Source: an optimization exercise on an open RTL-to-GDS flow (aim: small area, a short achievable clock period and few clock cycles). Production flows keep margins and buffers that such runs may drop. No run shown here included a check of the RTL's function; only the layout flow was run. Power is estimated from default activity; no workload was simulated.

==> design/flow/design.v <==
module microw_emitter (
    input  wire        clk,
    input  wire        rst,          
    input  wire        cmd_valid,
    output wire        cmd_ready,
    input  wire [31:0] cmd_data,
    output reg         rsp_valid,
    output reg  [31:0] rsp_data
);
    localparam [3:0] ST_OK          = 4'd0;
    localparam [3:0] ST_NO_NEW_DATA = 4'd2;
    localparam [3:0] ST_OVERRUN     = 4'd3;
    localparam [3:0] ST_EMPTY       = 4'd6;
    localparam [3:0] ST_NOT_ACTIVE  = 4'd7;
    localparam [3:0] ST_NOT_STARTED = 4'd8;
    localparam [3:0] ST_STATE_ERROR = 4'd9;
    localparam [3:0] ST_WRONG_MODE  = 4'd10;
    localparam [3:0] ST_ILLEGAL     = 4'd11;
    function [5:0] add6(input [5:0] x, input [2:0] d);
        reg [5:0] dd;
        reg       c;
        integer   k;
        begin
            dd = {3'b000, d};
            c  = 1'b0;
            for (k = 0; k < 6; k = k + 1) begin
                add6[k] = x[k] ^ dd[k] ^ c;
                c = (x[k] & dd[k]) | (c & (x[k] ^ dd[k]));
            end
        end
    endfunction
    function [5:0] sub6(input [5:0] x, input [2:0] d);
        reg [5:0] dd;
        reg       c;
        integer   k;
        begin
            dd = ~{3'b000, d};
            c  = 1'b1;
            for (k = 0; k < 6; k = k + 1) begin
                sub6[k] = x[k] ^ dd[k] ^ c;
                c = (x[k] & dd[k]) | (c & (x[k] ^ dd[k]));
            end
        end
    endfunction
    wire [7:0]  op   = cmd_data[31:24];
    wire [23:0] opnd = cmd_data[23:0];
    wire z_23_16 = (opnd[23:16] == 8'd0);
    wire z_15_12 = (opnd[15:12] == 4'd0);
    wire z_11_8  = (opnd[11:8]  == 4'd0);
    wire z_7_0   = (opnd[7:0]   == 8'd0);
    wire z_hi8   = z_23_16 & z_15_12 & z_11_8;
    wire z_all   = z_hi8 & z_7_0;
    wire d_start   = (op == 8'h01) & z_all;
    wire d_stop    = (op == 8'h02) & z_all;
    wire d_restart = (op == 8'h03) & z_all;
    wire d_update  = (op == 8'h04) & z_all;
    wire d_pushw   = (op == 8'h10) & z_23_16 & z_15_12;
    wire d_wmode   = ((op == 8'h11) & z_all) | ((op == 8'h12) & z_hi8);
    wire d_popb    = (op == 8'h13) & z_all;
    wire d_rdreg   = (op == 8'h20) & z_hi8 & (opnd[7:4] == 4'd0);
    wire d_peekw   = (op == 8'h21) & z_hi8 & (opnd[7:5] == 3'd0);
    wire d_peekb   = (op == 8'h22) & z_hi8 & (opnd[7:6] == 2'd0);
    reg        ready_q;
    reg        q_v;
    reg        q_start, q_stop, q_restart, q_update, q_pushw, q_wmode;
    reg        q_popb, q_rdreg, q_peekw, q_peekb;
    reg [11:0] q_opnd;
    reg [5:0]  q_bra;        
    reg        busy;         
    reg [4:0]  sr_wr, sr_rd, sr_cnt;
    reg [4:0]  sr_rd3;       
    reg [3:0]  sr_bits;
    reg [11:0] head0, head1;  
    reg [5:0]  br_wr, br_rd, br_rdn, br_cnt;    
    reg [2:0]  br_bit;
    reg [5:0]  br_bss;
    reg [7:0]  enc_acc;
    reg        active, started;
    assign cmd_ready = ready_q;
    wire [31:0]  sr_we;
    wire [11:0]  sr_wd;
    wire [383:0] sr_flat;
    wire [63:0]  br_we;
    wire [7:0]   br_wd [0:63];
    wire [511:0] br_flat;
    genvar gi;
    generate
        for (gi = 0; gi < 32; gi = gi + 1) begin : g_sr
            reg [11:0] m;
            always @(posedge clk)
                if (sr_we[gi]) m <= sr_wd;
            assign sr_flat[gi*12 +: 12] = m;
        end
        for (gi = 0; gi < 64; gi = gi + 1) begin : g_br
            reg [7:0] m;
            always @(posedge clk)
                if (br_we[gi]) m <= br_wd[gi];
            assign br_flat[gi*8 +: 8] = m;
        end
    endgenerate
    wire ex      = q_v & ~busy;
    wire illegal = ~(q_start | q_stop | q_restart | q_update | q_pushw | q_wmode |
                     q_popb | q_rdreg | q_peekw | q_peekb);
    wire sr_empty = (sr_cnt == 5'd0);
    wire sr_full  = (sr_cnt == 5'd31);
    wire br_empty = (br_cnt == 6'd0);
    wire start_go   = ex & q_start & ~active;
    wire restart_go = ex & q_restart & started;
    wire push_go    = ex & q_pushw & active & ~sr_full;
    wire popb_go    = ex & q_popb & active & ~br_empty;
    wire step       = busy | (ex & q_update & active & ~sr_empty);
    wire [3:0] r3   = sr_rd3[4:1];
    wire [3:0] r3p  = r3 + 4'd1;
    wire       peekw_rd = ~busy & q_peekw;
    wire [3:0] row_e = peekw_rd ? q_opnd[4:1] : (sr_rd3[0] ? r3p : r3);
    wire [3:0] row_o = peekw_rd ? q_opnd[4:1] : r3;
    wire [191:0] sr_ev, sr_od;
    generate
        for (gi = 0; gi < 16; gi = gi + 1) begin : g_srbank
            assign sr_ev[gi*12 +: 12] = sr_flat[(2*gi)*12 +: 12];
            assign sr_od[gi*12 +: 12] = sr_flat[(2*gi+1)*12 +: 12];
        end
    endgenerate
    wire [11:0] rd_e, rd_o;
    mux_tree #(.W(12), .A(4)) u_rde (.d(sr_ev), .a(row_e), .y(rd_e));
    mux_tree #(.W(12), .A(4)) u_rdo (.d(sr_od), .a(row_o), .y(rd_o));
    wire [11:0] w3   = sr_rd3[0] ? rd_o : rd_e;     
    wire [11:0] w4   = sr_rd3[0] ? rd_e : rd_o;     
    wire [11:0] peekw_val = q_opnd[0] ? rd_o : rd_e;
    wire [7:0] br_rv;
    mux_tree #(.W(8), .A(6)) u_brr (.d(br_flat), .a(q_bra), .y(br_rv));
    wire [3:0] s  = sr_bits;
    wire [2:0] b  = br_bit;
    wire       sA = (s == 4'd0);                  
    wire       n2 = sA & (sr_cnt[4:1] != 4'd0);   
    reg [1:0]  nb;           
    reg [2:0]  lb;           
    reg [2:0]  fi0, fi1, fi2;
    reg [1:0]  adv0, adv1, adv2;    
    reg [3:0]  sn0, sn1, sn2;       
    reg [2:0]  a_fi0, a_fi1, a_fi2;
    reg [1:0]  a_adv1, a_adv2;
    reg [3:0]  a_sn0, a_sn1, a_sn2;
    always @(*) begin
        case (b)
            3'd0: begin a_fi0 = 3'd4; a_fi1 = 3'd4; a_fi2 = 3'd0; a_sn0 = 4'd8; a_adv1 = 2'd1; a_sn1 = 4'd4;  a_adv2 = 2'd2; a_sn2 = 4'd0;  end
            3'd1: begin a_fi0 = 3'd7; a_fi1 = 3'd3; a_fi2 = 3'd7; a_sn0 = 4'd7; a_adv1 = 2'd1; a_sn1 = 4'd3;  a_adv2 = 2'd1; a_sn2 = 4'd11; end
            3'd2: begin a_fi0 = 3'd6; a_fi1 = 3'd2; a_fi2 = 3'd6; a_sn0 = 4'd6; a_adv1 = 2'd1; a_sn1 = 4'd2;  a_adv2 = 2'd1; a_sn2 = 4'd10; end
            3'd3: begin a_fi0 = 3'd5; a_fi1 = 3'd1; a_fi2 = 3'd5; a_sn0 = 4'd5; a_adv1 = 2'd1; a_sn1 = 4'd1;  a_adv2 = 2'd1; a_sn2 = 4'd9;  end
            3'd4: begin a_fi0 = 3'd4; a_fi1 = 3'd0; a_fi2 = 3'd4; a_sn0 = 4'd4; a_adv1 = 2'd1; a_sn1 = 4'd0;  a_adv2 = 2'd1; a_sn2 = 4'd8;  end
            3'd5: begin a_fi0 = 3'd3; a_fi1 = 3'd7; a_fi2 = 3'd7; a_sn0 = 4'd3; a_adv1 = 2'd0; a_sn1 = 4'd11; a_adv2 = 2'd1; a_sn2 = 4'd7;  end
            3'd6: begin a_fi0 = 3'd2; a_fi1 = 3'd6; a_fi2 = 3'd6; a_sn0 = 4'd2; a_adv1 = 2'd0; a_sn1 = 4'd10; a_adv2 = 2'd1; a_sn2 = 4'd6;  end
            default: begin a_fi0 = 3'd1; a_fi1 = 3'd5; a_fi2 = 3'd5; a_sn0 = 4'd1; a_adv1 = 2'd0; a_sn1 = 4'd9; a_adv2 = 2'd1; a_sn2 = 4'd5; end
        endcase
    end
    reg [2:0]  b_lb, b_fi0;
    reg [3:0]  b_sn0;
    reg        b_nb1;
    always @(*) begin
        case (s)
            4'd1:  begin b_nb1 = 1'b1; b_lb = 3'd3; b_fi0 = 3'd5; b_sn0 = 4'd9;  end
            4'd2:  begin b_nb1 = 1'b1; b_lb = 3'd2; b_fi0 = 3'd6; b_sn0 = 4'd10; end
            4'd3:  begin b_nb1 = 1'b1; b_lb = 3'd1; b_fi0 = 3'd7; b_sn0 = 4'd11; end
            4'd4:  begin b_nb1 = 1'b1; b_lb = 3'd0; b_fi0 = 3'd0; b_sn0 = 4'd0;  end
            4'd5:  begin b_nb1 = 1'b0; b_lb = 3'd7; b_fi0 = 3'd0; b_sn0 = 4'd0;  end
            4'd6:  begin b_nb1 = 1'b0; b_lb = 3'd6; b_fi0 = 3'd0; b_sn0 = 4'd0;  end
            4'd7:  begin b_nb1 = 1'b0; b_lb = 3'd5; b_fi0 = 3'd0; b_sn0 = 4'd0;  end
            4'd8:  begin b_nb1 = 1'b0; b_lb = 3'd4; b_fi0 = 3'd0; b_sn0 = 4'd0;  end
            4'd9:  begin b_nb1 = 1'b0; b_lb = 3'd3; b_fi0 = 3'd0; b_sn0 = 4'd0;  end
            4'd10: begin b_nb1 = 1'b0; b_lb = 3'd2; b_fi0 = 3'd0; b_sn0 = 4'd0;  end
            default: begin b_nb1 = 1'b0; b_lb = 3'd1; b_fi0 = 3'd0; b_sn0 = 4'd0; end
        endcase
    end
    always @(*) begin
        if (sA) begin
            nb   = n2 ? 2'd3 : (b[2] ? 2'd2 : 2'd1);
            lb   = n2 ? b : {~b[2], b[1:0]};
            fi0  = a_fi0; fi1 = a_fi1; fi2 = a_fi2;
            adv0 = 2'd0;   sn0 = a_sn0;
            adv1 = a_adv1; sn1 = a_sn1;
            adv2 = a_adv2; sn2 = a_sn2;
        end else begin
            nb   = {1'b0, b_nb1};
            lb   = b_lb;
            fi0  = b_fi0; fi1 = 3'd0; fi2 = 3'd0;
            adv0 = (s == 4'd4) ? 2'd1 : 2'd0; sn0 = b_sn0;
            adv1 = 2'd0; sn1 = 4'd0;
            adv2 = 2'd0; sn2 = 4'd0;
        end
    end
    wire [39:0] sh = {head0, head1, 16'd0} >> b;
    wire [31:0] S  = {enc_acc, 24'd0} | sh[39:8];
    wire [7:0] B0 = S[31:24], B1 = S[23:16], B2 = S[15:8];
    wire [7:0] D0 = (&B0) ? ~(8'd1 << fi0) : B0;
    wire [7:0] D1 = (&B1) ? ~(8'd1 << fi1) : B1;
    wire [7:0] D2 = (&B2) ? ~(8'd1 << fi2) : B2;
    wire nb1 = (nb != 2'd0);
    wire nb2 = nb[1];
    wire nb3 = (nb == 2'd3);
    wire e62 = (br_bss == 6'd62), e61 = (br_bss == 6'd61), e60 = (br_bss == 6'd60);
    wire mk0 = nb1 & e62;
    wire mk1 = nb2 & e61;
    wire mk2 = nb3 & e60;
    wire mk  = mk0 | mk1 | mk2;
    wire cnt_hi = &br_cnt[5:2];                   
    wire f1 = ~(cnt_hi & (&br_cnt[1:0]));
    wire f2 = ~(cnt_hi & br_cnt[1]);
    wire f3 = ~(cnt_hi & (br_cnt[1:0] != 2'd0));
    wire f4 = ~cnt_hi;
    wire [2:0] Fs = f4 ? 3'd4 : (f3 ? 3'd3 : (f2 ? 3'd2 : (f1 ? 3'd1 : 3'd0)));
    reg [2:0] P;
    always @(*) begin
        case ({nb, mk})
            3'b000: P = 3'd0; 3'b001: P = 3'd1;
            3'b010: P = 3'd1; 3'b011: P = 3'd2;
            3'b100: P = 3'd2; 3'b101: P = 3'd3;
            3'b110: P = 3'd3; default: P = 3'd4;
        endcase
    end
    reg ovf;
    always @(*) begin
        case (P)
            3'd0: ovf = 1'b0;
            3'd1: ovf = ~f1;
            3'd2: ovf = ~f2;
            3'd3: ovf = ~f3;
            default: ovf = ~f4;
        endcase
    end
    wire [2:0] nw = ovf ? Fs : P;                  
    wire [7:0] O0 = D0;
    wire [7:0] O1 = mk0 ? 8'hFF : D1;
    wire [7:0] O2 = mk0 ? D1 : (mk1 ? 8'hFF : D2);
    wire [7:0] O3 = mk2 ? 8'hFF : D2;
    wire [1:0] F2 = Fs[1:0];
    reg  [1:0] js, aft;
    reg  [2:0] nbp;
    reg        mk_in;
    always @(*) begin
        js = 2'd0; aft = 2'd0; nbp = 3'd0; mk_in = 1'b0;
        if (!ovf) begin
            nbp   = {1'b0, nb};
            mk_in = mk;
            if (mk0)      aft = (nb == 2'd3) ? 2'd2 : ((nb == 2'd2) ? 2'd1 : 2'd0);
            else if (mk1) aft = (nb == 2'd3) ? 2'd1 : 2'd0;
            else          aft = 2'd0;
        end else begin
            case (F2)
                2'd0: begin js = 2'd0; mk_in = mk0; aft = 2'd0; end
                2'd1: if (mk0) begin js = 2'd0; mk_in = 1'b1; aft = 2'd0; end
                      else     begin js = 2'd1; mk_in = mk1;  aft = 2'd0; end
                2'd2: if (mk0)      begin js = 2'd1; mk_in = 1'b1; aft = 2'd1; end
                      else if (mk1) begin js = 2'd1; mk_in = 1'b1; aft = 2'd0; end
                      else          begin js = 2'd2; mk_in = mk2;  aft = 2'd0; end
                default: begin js = 2'd2; mk_in = 1'b1; aft = mk0 ? 2'd2 : (mk1 ? 2'd1 : 2'd0); end
            endcase
            case (js)
                2'd0: nbp = 3'd1;
                2'd1: nbp = 3'd2;
                default: nbp = 3'd3;
            endcase
        end
    end
    wire [5:0] bss_p1 = add6(br_bss, 3'd1), bss_p2 = add6(br_bss, 3'd2), bss_p3 = add6(br_bss, 3'd3);
    reg  [5:0] bss_n;
    always @(*) begin
        if (mk_in)
            bss_n = {4'd0, aft};
        else case (nbp[1:0])
            2'd0: bss_n = br_bss;
            2'd1: bss_n = bss_p1;
            2'd2: bss_n = bss_p2;
            default: bss_n = bss_p3;
        endcase
    end
    reg [1:0] adv;
    reg [3:0] s_n;
    always @(*) begin
        if (!ovf) begin
            adv = n2 ? 2'd2 : 2'd1;
            s_n = 4'd0;
        end else begin
            case (js)
                2'd0:    begin adv = adv0; s_n = sn0; end
                2'd1:    begin adv = adv1; s_n = sn1; end
                default: begin adv = adv2; s_n = sn2; end
            endcase
        end
    end
    reg [7:0] left;
    always @(*) begin
        case (nb)
            2'd0: left = S[31:24];
            2'd1: left = S[23:16];
            2'd2: left = S[15:8];
            default: left = S[7:0];
        endcase
    end
    wire [7:0]  acc_n = ovf ? 8'd0 : (left & ~(8'hFF >> lb));
    wire [2:0]  bit_n = ovf ? 3'd0 : lb;
    reg  [11:0] rem;                               
    always @(*) begin
        case (js)
            2'd0:    rem = S[23:12];
            2'd1:    rem = S[15:4];
            default: rem = {S[7:0], 4'd0};
        endcase
    end
    wire [4:0] srd_p1 = add6({1'b0, sr_rd}, 3'd1),  srd_p2 = add6({1'b0, sr_rd}, 3'd2);
    wire [4:0] sr3_p1 = add6({1'b0, sr_rd3}, 3'd1), sr3_p2 = add6({1'b0, sr_rd3}, 3'd2);
    wire [4:0] scn_m1 = sub6({1'b0, sr_cnt}, 3'd1), scn_m2 = sub6({1'b0, sr_cnt}, 3'd2);
    wire [5:0] bwr_p1 = add6(br_wr, 3'd1), bwr_p2 = add6(br_wr, 3'd2),
               bwr_p3 = add6(br_wr, 3'd3), bwr_p4 = add6(br_wr, 3'd4);
    wire [5:0] bcn_p1 = add6(br_cnt, 3'd1), bcn_p2 = add6(br_cnt, 3'd2),
               bcn_p3 = add6(br_cnt, 3'd3), bcn_p4 = add6(br_cnt, 3'd4);
    reg  [5:0] bwr_n, bcn_n;
    always @(*) begin
        case (nw)
            3'd0: begin bwr_n = br_wr;  bcn_n = br_cnt; end
            3'd1: begin bwr_n = bwr_p1; bcn_n = bcn_p1; end
            3'd2: begin bwr_n = bwr_p2; bcn_n = bcn_p2; end
            3'd3: begin bwr_n = bwr_p3; bcn_n = bcn_p3; end
            default: begin bwr_n = bwr_p4; bcn_n = bcn_p4; end
        endcase
    end
    wire fin  = ovf | (n2 ? (sr_cnt == 5'd2) : (sr_cnt == 5'd1));
    wire more = n2 ? (sr_cnt[4:2] != 3'd0) | (&sr_cnt[1:0]) : (sr_cnt[4:1] != 4'd0);
    wire [63:0] wdec = 64'd1 << br_wr;             
    wire [7:0] O [0:3];
    assign O[0] = O0; assign O[1] = O1; assign O[2] = O2; assign O[3] = O3;
    wire [7:0] bank_d [0:3];
    wire nw1 = (nw != 3'd0), nw2 = (nw[2] | nw[1]), nw3 = (nw[2] | (&nw[1:0])), nw4 = nw[2];
    genvar gj;
    generate
        for (gj = 0; gj < 4; gj = gj + 1) begin : g_bank
            localparam [1:0] GJ = gj;
            wire [1:0] idx = GJ - 2'd1 - br_wr[1:0];
            assign bank_d[gj] = start_go ? 8'd0 : O[idx];
        end
        for (gi = 0; gi < 64; gi = gi + 1) begin : g_brw
            wire hit = step & ((wdec[(gi + 63) % 64] & nw1) |
                               (wdec[(gi + 62) % 64] & nw2) |
                               (wdec[(gi + 61) % 64] & nw3) |
                               (wdec[(gi + 60) % 64] & nw4));
            if (gi == 1) begin : g_s1
                assign br_we[gi] = start_go | restart_go | hit;
                assign br_wd[gi] = (start_go | restart_go) ? 8'hFF : bank_d[gi % 4];
            end else begin : g_sn
                assign br_we[gi] = start_go | hit;
                assign br_wd[gi] = bank_d[gi % 4];
            end
        end
    endgenerate
    wire [31:0] sdec = 32'd1 << sr_wr;             
    assign sr_wd = q_pushw ? q_opnd : 12'd0;
    generate
        for (gi = 0; gi < 32; gi = gi + 1) begin : g_srw
            assign sr_we[gi] = start_go | (push_go & sdec[(gi + 31) % 32]);
        end
    endgenerate
    reg [7:0] reg_lo;
    always @(*) begin
        case (q_opnd[3:0])
            4'h0: reg_lo = 8'h0C;
            4'h1: reg_lo = 8'd64;
            4'h2: reg_lo = 8'd32;
            4'h3: reg_lo = 8'd64;
            4'h4: reg_lo = {3'd0, sr_wr};
            4'h5: reg_lo = {3'd0, sr_rd};
            4'h6: reg_lo = {4'd0, sr_bits};
            4'h7: reg_lo = {7'd0, active};
            4'h8: reg_lo = {2'd0, br_wr};
            4'h9: reg_lo = {2'd0, br_rd};
            4'hA: reg_lo = {5'd0, br_bit};
            4'hB: reg_lo = {7'd0, active};
            4'hC: reg_lo = 8'd0;
            4'hD: reg_lo = {2'd0, br_bss};
            4'hE: reg_lo = enc_acc;
            default: reg_lo = {7'd0, started};
        endcase
    end
    wire [23:0] reg_val = {8'd0, (q_opnd[3:0] == 4'h0) ? 8'hFF : 8'h00, reg_lo};
    wire ok_popb = active & ~br_empty;
    wire [23:0] r_data = {24{~busy}} & (
                         ({24{q_popb & ok_popb}} & {16'd0, br_rv}) |
                         ({24{q_peekb}}          & {16'd0, br_rv}) |
                         ({24{q_peekw}}          & {12'd0, peekw_val}) |
                         ({24{q_rdreg}}          & reg_val));
    reg [3:0] r_st;
    always @(*) begin
        if (step)            r_st = ovf ? ST_OVERRUN : ST_OK;
        else if (illegal)    r_st = ST_ILLEGAL;
        else if (q_wmode)    r_st = ST_WRONG_MODE;
        else if (q_start)    r_st = active ? ST_STATE_ERROR : ST_OK;
        else if (q_restart)  r_st = started ? ST_OK : ST_NOT_STARTED;
        else if (q_update)   r_st = active ? ST_NO_NEW_DATA : ST_NOT_ACTIVE;
        else if (q_pushw)    r_st = active ? (sr_full ? ST_OVERRUN : ST_OK) : ST_NOT_ACTIVE;
        else if (q_popb)     r_st = active ? (br_empty ? ST_EMPTY : ST_OK) : ST_NOT_ACTIVE;
        else                 r_st = ST_OK;
    end
    wire r_rdy = step & ~ovf;
    wire q_v_n  = ready_q ? cmd_valid : (q_v & ~ex);
    wire busy_n = step & ~fin;
    wire [5:0] br_rdn_n = (start_go | restart_go) ? 6'd1 :
                          (popb_go ? add6(br_rdn, 3'd1) : br_rdn);
    always @(posedge clk) begin
        if (rst) begin
            ready_q   <= 1'b1;
            q_v       <= 1'b0;
            busy      <= 1'b0;
            rsp_valid <= 1'b0;
            rsp_data  <= 32'd0;
            sr_wr     <= 5'd0;
            sr_rd     <= 5'd0;
            sr_rd3    <= 5'd3;
            sr_cnt    <= 5'd0;
            sr_bits   <= 4'd0;
            br_wr     <= 6'd0;
            br_rd     <= 6'd0;
            br_rdn    <= 6'd1;
            br_cnt    <= 6'd0;
            br_bit    <= 3'd0;
            br_bss    <= 6'd0;
            enc_acc   <= 8'd0;
            active    <= 1'b0;
            started   <= 1'b0;
        end else begin
            q_v     <= q_v_n;
            ready_q <= ~q_v_n | ~(step & more);
            busy    <= busy_n;
            rsp_valid <= (ex | busy) & ~busy_n;
            rsp_data  <= {r_data, 3'b000, r_rdy, r_st};
            if (ex & q_stop) active <= 1'b0;
            if (start_go | restart_go) begin
                sr_wr   <= 5'd0;
                sr_rd   <= 5'd0;
                sr_rd3  <= 5'd3;
                sr_cnt  <= 5'd0;
                sr_bits <= 4'd0;
                br_rd   <= 6'd0;
                br_rdn  <= 6'd1;
                br_bit  <= 3'd0;
                enc_acc <= 8'd0;
                active  <= 1'b1;
                started <= 1'b1;
                br_bss  <= 6'd0;
                br_wr   <= 6'd1;
                br_cnt  <= 6'd1;
            end
            if (push_go) begin
                sr_wr  <= add6({1'b0, sr_wr}, 3'd1);
                sr_cnt <= add6({1'b0, sr_cnt}, 3'd1);
                if (sr_cnt == 5'd0) head0 <= q_opnd;
                if (sr_cnt == 5'd1) head1 <= q_opnd;
            end
            if (popb_go) begin
                br_rd  <= br_rdn;
                br_rdn <= add6(br_rdn, 3'd1);
                br_cnt <= sub6(br_cnt, 3'd1);
            end
            if (step) begin
                sr_rd   <= adv[1] ? srd_p2 : (adv[0] ? srd_p1 : sr_rd);
                sr_rd3  <= adv[1] ? sr3_p2 : (adv[0] ? sr3_p1 : sr_rd3);
                sr_cnt  <= adv[1] ? scn_m2 : (adv[0] ? scn_m1 : sr_cnt);
                sr_bits <= s_n;
                br_wr   <= bwr_n;
                br_cnt  <= bcn_n;
                br_bss  <= bss_n;
                br_bit  <= bit_n;
                enc_acc <= acc_n;
                case (adv)
                    2'd0: head0 <= rem;
                    2'd1: begin
                        head0 <= (s_n != 4'd0) ? rem : head1;
                        head1 <= w3;
                    end
                    default: begin
                        head0 <= w3;
                        head1 <= w4;
                    end
                endcase
            end
        end
    end
    always @(posedge clk) begin
        if (rst)
            q_bra <= 6'd1;
        else if (ready_q)
            q_bra <= d_peekb ? opnd[5:0] : br_rdn_n;
    end
    always @(posedge clk) begin
        if (ready_q) begin
            q_start   <= d_start;
            q_stop    <= d_stop;
            q_restart <= d_restart;
            q_update  <= d_update;
            q_pushw   <= d_pushw;
            q_wmode   <= d_wmode;
            q_popb    <= d_popb;
            q_rdreg   <= d_rdreg;
            q_peekw   <= d_peekw;
            q_peekb   <= d_peekb;
            q_opnd    <= opnd[11:0];
        end
    end
endmodule
module mux_tree #(
    parameter integer W = 8,
    parameter integer A = 6
) (
    input  wire [W*(1<<A)-1:0] d,
    input  wire [A-1:0]        a,
    output wire [W-1:0]        y
);
    generate
        if (A == 1) begin : g_leaf
            assign y = a[0] ? d[2*W-1:W] : d[W-1:0];
        end else begin : g_node
            wire [W-1:0] lo, hi;
            mux_tree #(.W(W), .A(A-1)) u_lo (.d(d[W*(1<<(A-1))-1:0]), .a(a[A-2:0]), .y(lo));
            mux_tree #(.W(W), .A(A-1)) u_hi (.d(d[W*(1<<A)-1:W*(1<<(A-1))]), .a(a[A-2:0]), .y(hi));
            assign y = a[A-1] ? hi : lo;
        end
    endgenerate
endmodule
==> design/flow/run.sh <==
#!/bin/bash
# synth_recipe.tcl (not shown) runs the flow's synth.tcl, then flattens the netlist and writes it again
# the make line also repeats each setting of config.mk as NAME=value (left out here)
make -C /OpenROAD-flow-scripts/flow DESIGN_CONFIG=/design/flow/config.mk WORK_HOME=/design/flow/orfs CLKGATE_MAP_FILE= SYNTH_SCRIPT=/design/flow/synth_recipe.tcl finish
==> design/flow/config.mk <==
export PLATFORM = sky130hd
export DESIGN_NAME = microw_emitter
export DESIGN_NICKNAME = microw_emitter
export VERILOG_FILES = /design/flow/design.v
export SDC_FILE = /design/flow/constraint.sdc
export NUM_CORES = 4
export LEC_CHECK = 0
export CAP_MARGIN = 20
export CORE_MARGIN = 2
export CORE_UTILIZATION = 40
export SETUP_SLACK_MARGIN = 3
export SLEW_MARGIN = 20
==> design/flow/constraint.sdc <==
create_clock -name core_clock -period 8.0 [get_ports {clk}]
set_input_delay 1.6000 -clock core_clock [delete_from_list [all_inputs] [get_ports {clk}]]
set_output_delay 1.6000 -clock core_clock [all_outputs]
set_load 0.01 [all_outputs]
==> reports/qor.csv, run 1 <==
stage,metric,value,unit
status,status,"complete, but fails checks",
status,layout check faults,antenna rules,
clocking,"Reg clk slew, reported paths",0.06,ns
placement,setup slack after placement,2.13,ns
sta,final hold viol count,0,
routing,drc violations,0,
synthesis,area of the mapped netlist,0.0482,mm2
clocking,CTS Buf Count,109,
clocking,clock tree root buffer cell,clkbuf_16,
die,total number of placement rows,127,
global_route,gr usage total,24.8,%
routing,number of DRC markers after the initial detailed-route iteration,4647,
global_route,global-route track usage on met3,4.45,%
synthesis,cell count after synthesis,3328,
synthesis,largest area contributor in the netlist,edfxtp_1,
routing,mean number of vias per cell,6.18,
synthesis,top_reg_cell synth,edfxtp_1,
setup_path,Critical Setup Path Class,register to register,
clocking,H-tree depth,3,
die,floorplan die area,0.123,mm2
cells_and_area,fill cell count,10500,
sta,upper clock frequency limit,206,MHz
setup_path,arrival time reported for the critical path endpoint,5.48,ns
setup_path,depth of the worst register-to-register path,19,
synthesis,Synth async-reset ratio,0,%
die,die span in x,351,um
global_route,met1 track utilization from global routing,36.6,%
placement,post-detailed-placement half-perimeter wirelength,100000,um
synthesis,total of flip-flops plus latches after synthesis,1043,
pwr,Worst VDD drop,177,uV
sta,Final Worst Setup Slack,3.14,ns
sta,Hold WS,0.468,ns
sta,setup total negative slack,0,ns
routing,count of TritonRoute iterations in the first routing pass,8,
setup_path,Critical Path Max Stage Delay,0.45,ns
routing,via count,31700,
die,CORE AREA,0.120,mm2
global_route,global routing's busiest layer,met2,
setup_path,master of the slowest instance on the critical path,a311o_2,
clocking,Worst-Skew Late Latency,0.71,ns
clocking,TritonCTS clock tree,done,
synthesis,most repeated cell in the gate-level netlist after synthesis,edfxtp_1,
placement,routability congestion estimate,1.01,
setup_path,type of destination of the critical path,register,
sta,Final Max Slew Viols,0,
routing,final antenna-violating net count,1,
setup_path,CP startpoint kind,register,
sta,period utilisation layout,60.8,%
global_route,grt met2 use,37.6,%
setup_path,endpoint required time on the critical path,8.62,ns
sta,final number of setup-violating endpoints,0,
pwr,standby leakage power,18.6,nW
sta,final period demand of the worst path,4.86,ns
setup_path,setup slack of the most critical reg-to-reg path,3.14,ns
placement,total of buffers placed on input and output ports,57,
hold_path,Min-Delay Startpoint,br_rd[4],
routing,WL per Instance,29.9,um
setup_path,largest fanout of any net on the critical path,10,
setup_path,destination of the worst register-to-register timing path,br_cnt[5],
setup_path,Crit path top cell by count,ha_1,
synthesis,largest cells by area after synthesis,"edfxtp_1 59%, mux4_2 11%, dfxtp_1 4.2%",
clocking,largest buffer count on any clock path,3,
clocking,clock sink total,1043,
synthesis,Synth top area share,58.7,%
synthesis,list of most frequent post-synthesis cells,"942 x edfxtp_1, 262 x nand2_1, 235 x mux4_2",
global_route,wire length of the first global-routing pass,220000,um
job,max-cap viol count,0,
hold_path,Worst Hold Path EP,br_rd[4],
global_route,global-route congestion overflow total,0,
cells_and_area,fraction of final layout cells with drive strength greater than 1,20.3,%
setup_path,launch point of the worst reg-to-reg path,sr_bits[3],
cells_and_area,Synth-to-Final Area Change,14.6,%
hold_path,worst hold path cell count,2,
global_route,number of global-route vias before repair,30000,
die,effective utilization at floorplan,40.3,%
sta,setup skew after layout,0.0259,ns
sta,RSZ-0062 raised after global routing,true,
sta,slew at the pin closest to its max-slew limit,1.12,ns
synthesis,number of different library cells in the post-synthesis netlist,103,
synthesis,number of enable flip-flop cells after synthesis,942,
die,I/O pins,69,
cells_and_area,number of nets in the finished design,3518,
routing,wire length after detailed routing,154000,um
synthesis,Avg Synthesized Cell Area,14.5,um2
die,Vert. Die Dim,351,um
hold_path,type of the most critical hold path,register to register,
synthesis,sequential element share of the synthesized area,62.9,%
synthesis,total of warnings raised by yosys,1,
sta,headroom to the max-slew limit,25.6,%
global_route,pin count of the biggest net entering global routing,117,
setup_path,list of cells traversed by the critical path,"nor4_4, buf_6, o21ai_4, buf_4, ha_4, or3b_4, o21ai_4, a21oi_4, a311o_2, o211ai_4, mux2i_4, buf_8, mux2_2, ha_1, mux2_2, ha_1, ha_1, o221a_2, a221oi_2",
global_route,initial antenna violation count,18,
pwr,Tot Pwr,11.0,mW
pwr,Power per Cell Area,199,mW/mm2
state kept, by name (all words and copies together), names as in the netlist, 6 cells and up:
name / flops
q_opnd: 12
g_sr.m: 384
q_bra: 6
head0: 12
br_wr: 6
rsp_data: 18
head1: 12
br_cnt: 6
br_bss: 6
g_br.m: 512
br_rd: 6
br_rdn: 6
enc_acc: 7
through the flow:
| stage | std cells | cell area [um2] | utilization (%) |
|---|---|---|---|
| final | 5135 | 55200 | 46.1 |
| after global routing | 5130 | 55200 | 46.1 |
| after CTS | 5123 | 55000 | 46.0 |
| after detailed placement | 4907 | 51200 | 42.8 |
| after global placement | 4906 | 51200 | 42.8 |
| after floorplan | 3338 | 48300 | - |
worst max path at each step:
stage | start | endpoint | slack, ns | depth (start not counted)
after global placement | sr_cnt[2] | g_br[8].m[0] | 2.22 | 13
after floorplan | sr_bits[3] | br_cnt[5] | 3.02 | 19
after detailed placement | sr_cnt[2] | g_br[8].m[0] | 2.13 | 13
after global routing | sr_bits[3] | br_bss[5] | 2.87 | 23
final | sr_bits[3] | br_cnt[5] | 3.14 | 19
after CTS | sr_cnt[2] | head1[1] | 3.01 | 12
report_power, final:
part	internal [mW]	total, mW	switching (mW)
Combinational	0.0554	0.194	0.139
Clock	2.70	4.88	2.18
Sequential	5.89	5.90	0.0138
Total	8.64	11.0	2.34
cell usage in the layout, fill, tap and decap left out, types with 31 or more instances in the layout:
| cell type | count |
|---|---|
| a211oi_1 | 70 |
| a21oi_1 | 145 |
| a221oi_1 | 31 |
| a22oi_1 | 32 |
| a31oi_1 | 39 |
| and2_1 | 38 |
| buf_4 | 145 |
| clkbuf_16 | 111 |
| clkdlybuf4s50_1 | 56 |
| dfxtp_1 | 88 |
| edfxtp_1 | 942 |
| ha_1 | 53 |
| inv_1 | 38 |
| mux2i_1 | 185 |
| mux4_2 | 235 |
| nand2_1 | 262 |
| nand3_1 | 61 |
| nor2_1 | 219 |
| nor3_1 | 41 |
| o21ai_0 | 108 |
| o22ai_1 | 31 |
critical path, delay by kind of cell (launching register included):
kind | cells | cell delay (ns)
AND/OR/NAND/NOR | 2 | 0.68
AO/OA/AOI/OAI | 7 | 1.58
flip-flops | 1 | 0.36
multiplexers | 3 | 0.93
buffers and inverters | 3 | 0.46
adder cells (fa/ha/maj) | 4 | 0.75
logic make-up after synthesis:
group / Yosys count / synth area share, %
compound gates: 725 / 10.2
xor+xnor: 12 / 0.218
fa+ha+maj: 56 / 1.45
buf+inv: 277 / 2.40
flops: 1043 / 62.9
mux: 447 / 15.5
other cells: 1 / 0.00779
simple gates: 767 / 7.30
metal layers:
metal	vias to the layer above	part of all wire, %
met3	260	9.4
li1	13500	-
met5	-	0.010
met4	2	2.8
met2	1692	45
met1	16300	43
cell type report:
class	count	area, um2	share of cell area (%)
sequential	1043	30300	54.9
multi-input combinational	2018	17400	31.5
clock buffer	135	2880	5.21
tap	1612	2020	3.65
timing repair buffer	212	1850	3.34
clock inverter	67	562	1.02
inverter	43	161	0.292
antenna	5	12.5	0.0227
timing repair:
item                                    CTS  global route
pin swaps                                11             9
resized for setup                        42            24
buffers inserted                         14             5
gates cloned                              0             1
endpoints found under the setup margin  492           330
hold buffers                              0             0
==> inputs of run 2 (changes only) <==
--- a/design/flow/config.mk
+++ b/design/flow/config.mk
@@ -8,5 +8,5 @@
 export CAP_MARGIN = 20
 export CORE_MARGIN = 2
 export CORE_UTILIZATION = 40
-export SETUP_SLACK_MARGIN = 3
+export SETUP_SLACK_MARGIN = 5
 export SLEW_MARGIN = 20
==> reports/qor.csv, run 2 <==
stage,metric,value,unit,change
status,status,finished clean,,
synthesis,area of the mapped netlist,0.0482,mm2,unchanged
pwr,Tot Pwr,11.3,mW,+3.2%
die,Vert. Die Dim,351,um,unchanged
sta,slew at the pin closest to its max-slew limit,1.16,ns,+0.0440 ns
cells_and_area,Synth-to-Final Area Change,36.7,%,
pwr,Worst VDD drop,191,uV,+7.4%
setup_path,CP startpoint kind,register,,
setup_path,arrival time reported for the critical path endpoint,4.92,ns,-0.56 ns
clocking,Worst-Skew Late Latency,0.73,ns,+0.02 ns
setup_path,depth of the worst register-to-register path,18,,-1
job,max-cap viol count,0,,unchanged
die,die span in x,351,um,unchanged
die,total number of placement rows,127,,unchanged
global_route,number of global-route vias before repair,33800,,+13%
cells_and_area,number of nets in the finished design,3962,,+13%
pwr,Power per Cell Area,172,mW/mm2,-13%
pwr,standby leakage power,22.6,nW,+22%
synthesis,number of different library cells in the post-synthesis netlist,103,,unchanged
pwr,net switching component of the power,2.37,mW,+1.4%
pwr,internal power of the cells,8.96,mW,+3.7%
hold_path,Min-Delay Startpoint,br_rd[1],,
cells_and_area,fill cell count,9310,,-11%
hold_path,Worst Hold Path EP,br_rd[1],,
hold_path,worst hold path cell count,2,,unchanged
clocking,clock tree root buffer cell,clkbuf_16,,
sta,final hold viol count,0,,unchanged
global_route,gr usage total,27.7,%,+2.9 points
sta,Hold WS,0.473,ns,+0.00492 ns
setup_path,destination of the worst register-to-register timing path,g_br[46].m[0],,
sta,setup skew after layout,0.0616,ns,+0.0356 ns
sta,upper clock frequency limit,220,MHz,+7.1%
synthesis,Avg Synthesized Cell Area,14.5,um2,unchanged
routing,WL per Instance,31.1,um,+3.9%
synthesis,Synth top area share,58.7,%,unchanged
cells_and_area,Largest regs,"g_br.m: 512 flops, g_sr.m: 384 flops, rsp_data: 18 flops",,
pwr,portion of total power attributed to combinational logic,2.5,%,+0.7 points
synthesis,total of flip-flops plus latches after synthesis,1043,,unchanged
sta,setup total negative slack,0,ns,unchanged
sta,final number of setup-violating endpoints,0,,unchanged
routing,number of DRC markers after the initial detailed-route iteration,4743,,+2.1%
cells_and_area,"leading cell type in the layout, fill and taps excluded",edfxtp_1,,
synthesis,largest cells by area after synthesis,"edfxtp_1 59%, mux4_2 11%, dfxtp_1 4.2%",,
die,CORE AREA,0.120,mm2,unchanged
hold_path,type of the most critical hold path,register to register,,
synthesis,total of warnings raised by yosys,1,,unchanged
synthesis,number of enable flip-flop cells after synthesis,942,,unchanged
setup_path,endpoint required time on the critical path,8.38,ns,-0.24 ns
setup_path,type of destination of the critical path,register,,
synthesis,most repeated cell in the gate-level netlist after synthesis,edfxtp_1,,
setup_path,Critical Path Max Stage Delay,0.44,ns,about the same
placement,routability congestion estimate,0.979,,-2.8%
synthesis,sequential element share of the synthesized area,62.9,%,unchanged
setup_path,master of the slowest instance on the critical path,a311o_2,,
clocking,Post-CTS Hold Fix Bufs,0,,unchanged
sta,Final Max Slew Viols,0,,unchanged
setup_path,launch point of the worst reg-to-reg path,sr_cnt[3],,
clocking,TritonCTS clock tree,done,,
global_route,wire length of the first global-routing pass,246000,um,+12%
setup_path,list of cells traversed by the critical path,"or3_4, o21ai_4, ha_4, or3b_4, o21ai_4, a21oi_4, a311o_2, o211ai_4, mux2i_4, buf_6, buf_12, buf_8, buf_4, nor2_1, o32ai_2, nand4_1, o211ai_1, buf_6",,
clocking,"Reg clk slew, reported paths",0.06,ns,about the same
die,effective utilization at floorplan,40.3,%,unchanged
clocking,CTS Buf Count,109,,unchanged
cells_and_area,fraction of final layout cells with drive strength greater than 1,40.9,%,+21 points
clocking,H-tree depth,3,,unchanged
routing,wire length after detailed routing,173000,um,+13%
routing,final antenna-violating net count,0,,-1
pwr,sequential power share,52.1,%,-1.7 points
global_route,pin count of the biggest net entering global routing,52,,-56%
setup_path,setup slack of the most critical reg-to-reg path,3.46,ns,+0.32 ns
global_route,initial antenna violation count,26,,+8
synthesis,Synth async-reset ratio,0,%,unchanged
synthesis,list of most frequent post-synthesis cells,"942 x edfxtp_1, 262 x nand2_1, 235 x mux4_2",,
synthesis,largest area contributor in the netlist,edfxtp_1,,
cells_and_area,max reg flops,512,,unchanged
cells_and_area,register containing the most flip-flops in the final layout,g_br.m,,
setup_path,largest fanout of any net on the critical path,8,,-2
placement,total of buffers placed on input and output ports,57,,unchanged
synthesis,top_reg_cell synth,edfxtp_1,,
global_route,global-route congestion overflow total,0,,unchanged
routing,drc violations,0,,unchanged
pwr,Net Sw Frac,20.9,%,-0.38 points
synthesis,cell count after synthesis,3328,,unchanged
cells_and_area,most frequent cells in the layout,"942 x edfxtp_1, 274 x buf_4, 235 x mux4_2",,
clocking,largest buffer count on any clock path,3,,unchanged
pwr,portion of total power attributed to the clock network,45.5,%,+1.0 points
die,I/O pins,69,,unchanged
placement,post-detailed-placement half-perimeter wirelength,99100,um,-0.82%
die,floorplan die area,0.123,mm2,unchanged
sta,headroom to the max-slew limit,22.4,%,-3.2 points
sta,final period demand of the worst path,4.54,ns,-0.320 ns
routing,count of TritonRoute iterations in the first routing pass,6,,-2
clocking,clock sink total,1043,,unchanged
setup_path,Critical Setup Path Class,register to register,,
routing,via count,34900,,+9.9%
sta,RSZ-0062 raised after global routing,true,,
sta,period utilisation layout,56.8,%,-4.0 points
routing,mean number of vias per cell,6.27,,+1.4%
==> run 2: area by class of cell <==
cell class	count	area [um2]	share of cell area (%)
Sequential cell	1043	30400	46.1
Multi-Input combinational cell	2025	21500	32.6
Timing Repair Buffer	649	8200	12.5
Clock buffer	141	2890	4.39
Tap cell	1612	2020	3.06
Clock inverter	54	701	1.06
Inverter	43	178	0.270
Antenna cell	3	7.51	0.0114
==> run 2: routing by layer <==
metal / global-route usage (%) / share of wire, % / routed length, um / vias to the layer above
li1: - / - / - / 14400
met1: 37.9 / 39 / 68200 / 17900
met2: 42.8 / 45 / 78700 / 2097
met3: 6.76 / 11 / 18200 / 471
met4: 10.5 / 4.5 / 7830 / 14
met5: 0 / 0.053 / 92 / -
==> run 2: how the worst max path moves through the flow <==
| stage | from | end | slack [ns] |
|---|---|---|---|
| CTS | sr_cnt[3] | br_cnt[5] | 3.44 |
| detailed placement | sr_cnt[2] | g_br[46].m[6] | 2.03 |
| floorplan | sr_bits[3] | br_cnt[5] | 3.13 |
| global placement | sr_cnt[2] | g_br[46].m[0] | 2.17 |
| finish | sr_cnt[3] | g_br[46].m[0] | 3.46 |
| global route | sr_cnt[3] | br_cnt[5] | 3.34 |
==> run 2: cells by family (layout without fill, tap and decap cells) <==
kind of cell    Yosys count  in the layout  synth area share (%)
flops                  1043           1043                  62.9
simple gates            767            767                  7.30
compound gates          725            731                  10.2
mux                     447            448                  15.5
buf+inv                 277            887                  2.40
fa+ha+maj                56             56                  1.45
xor+xnor                 12             12                 0.218
other cells               1             14               0.00779
==> run 2: power groups by stage <==
stage          clock (mW)  combinational, mW  sequential, mW
2_1_floorplan           0             0.0865            6.01
3_3_place_gp            0              0.187            6.02
3_5_place_dp            0              0.188            6.02
4_1_cts              5.20              0.262            5.90
5_1_grt              5.42              0.288            5.90
6_report             5.15              0.282            5.90
==> run 2: what timing repair did <==
item,4_1_cts,5_1_grt
resized for setup,795,196
pin swaps,235,144
cloned,49,5
endpoints found under the setup margin,1482,1271
setup buffers,350,94
==> run 2: critical path: cells and delay by family (launching register included) <==
family	cells	cell delay [ns]
buf+inv	5	0.68
compound gates	7	1.72
simple gates	4	1.01
flops	1	0.34
mux	1	0.29
fa+ha+maj	1	0.19
==> run 2: through the flow <==
stage	utilization, %	cell area [um2]	cells	setup WS [ns]
6_report	55.0	65800	5570	3.46
5_1_grt	55.0	65800	5570	3.34
4_1_cts	53.6	64100	5468	3.44
3_5_place_dp	43.5	52100	4874	2.03
3_3_place_gp	43.5	52100	4872	2.17
2_1_floorplan	-	49700	3338	3.13

re-timing with driven ports:
In the flow no input, the clock included, has a driving cell. The finished layouts below were timed again as built, in two steps. Step 1, drivers: a clkbuf_16 drives clk and a buf_2 each remaining input, both assumed. Step 2, shift: input delay + t, output delay - t, t = (earliest + latest rising clock arrival at the registers) / 2. This alone moves slack from input paths to output paths. Slacks: ideal ports / drivers / drivers and shift; pairs: ideal ports / drivers.
run | shift t [ns] | setup WS [ns] | worst setup path after step 2 | worst slew at a driven data input, ns | pins driven straight from the clock port
run 1 | 0.778 | 3.139 / 3.139 / 3.139 | register to register | 0.11 | 1
run 2 | 0.763 | 3.459 / 3.459 / 3.459 | register to register | 0.04 | 1
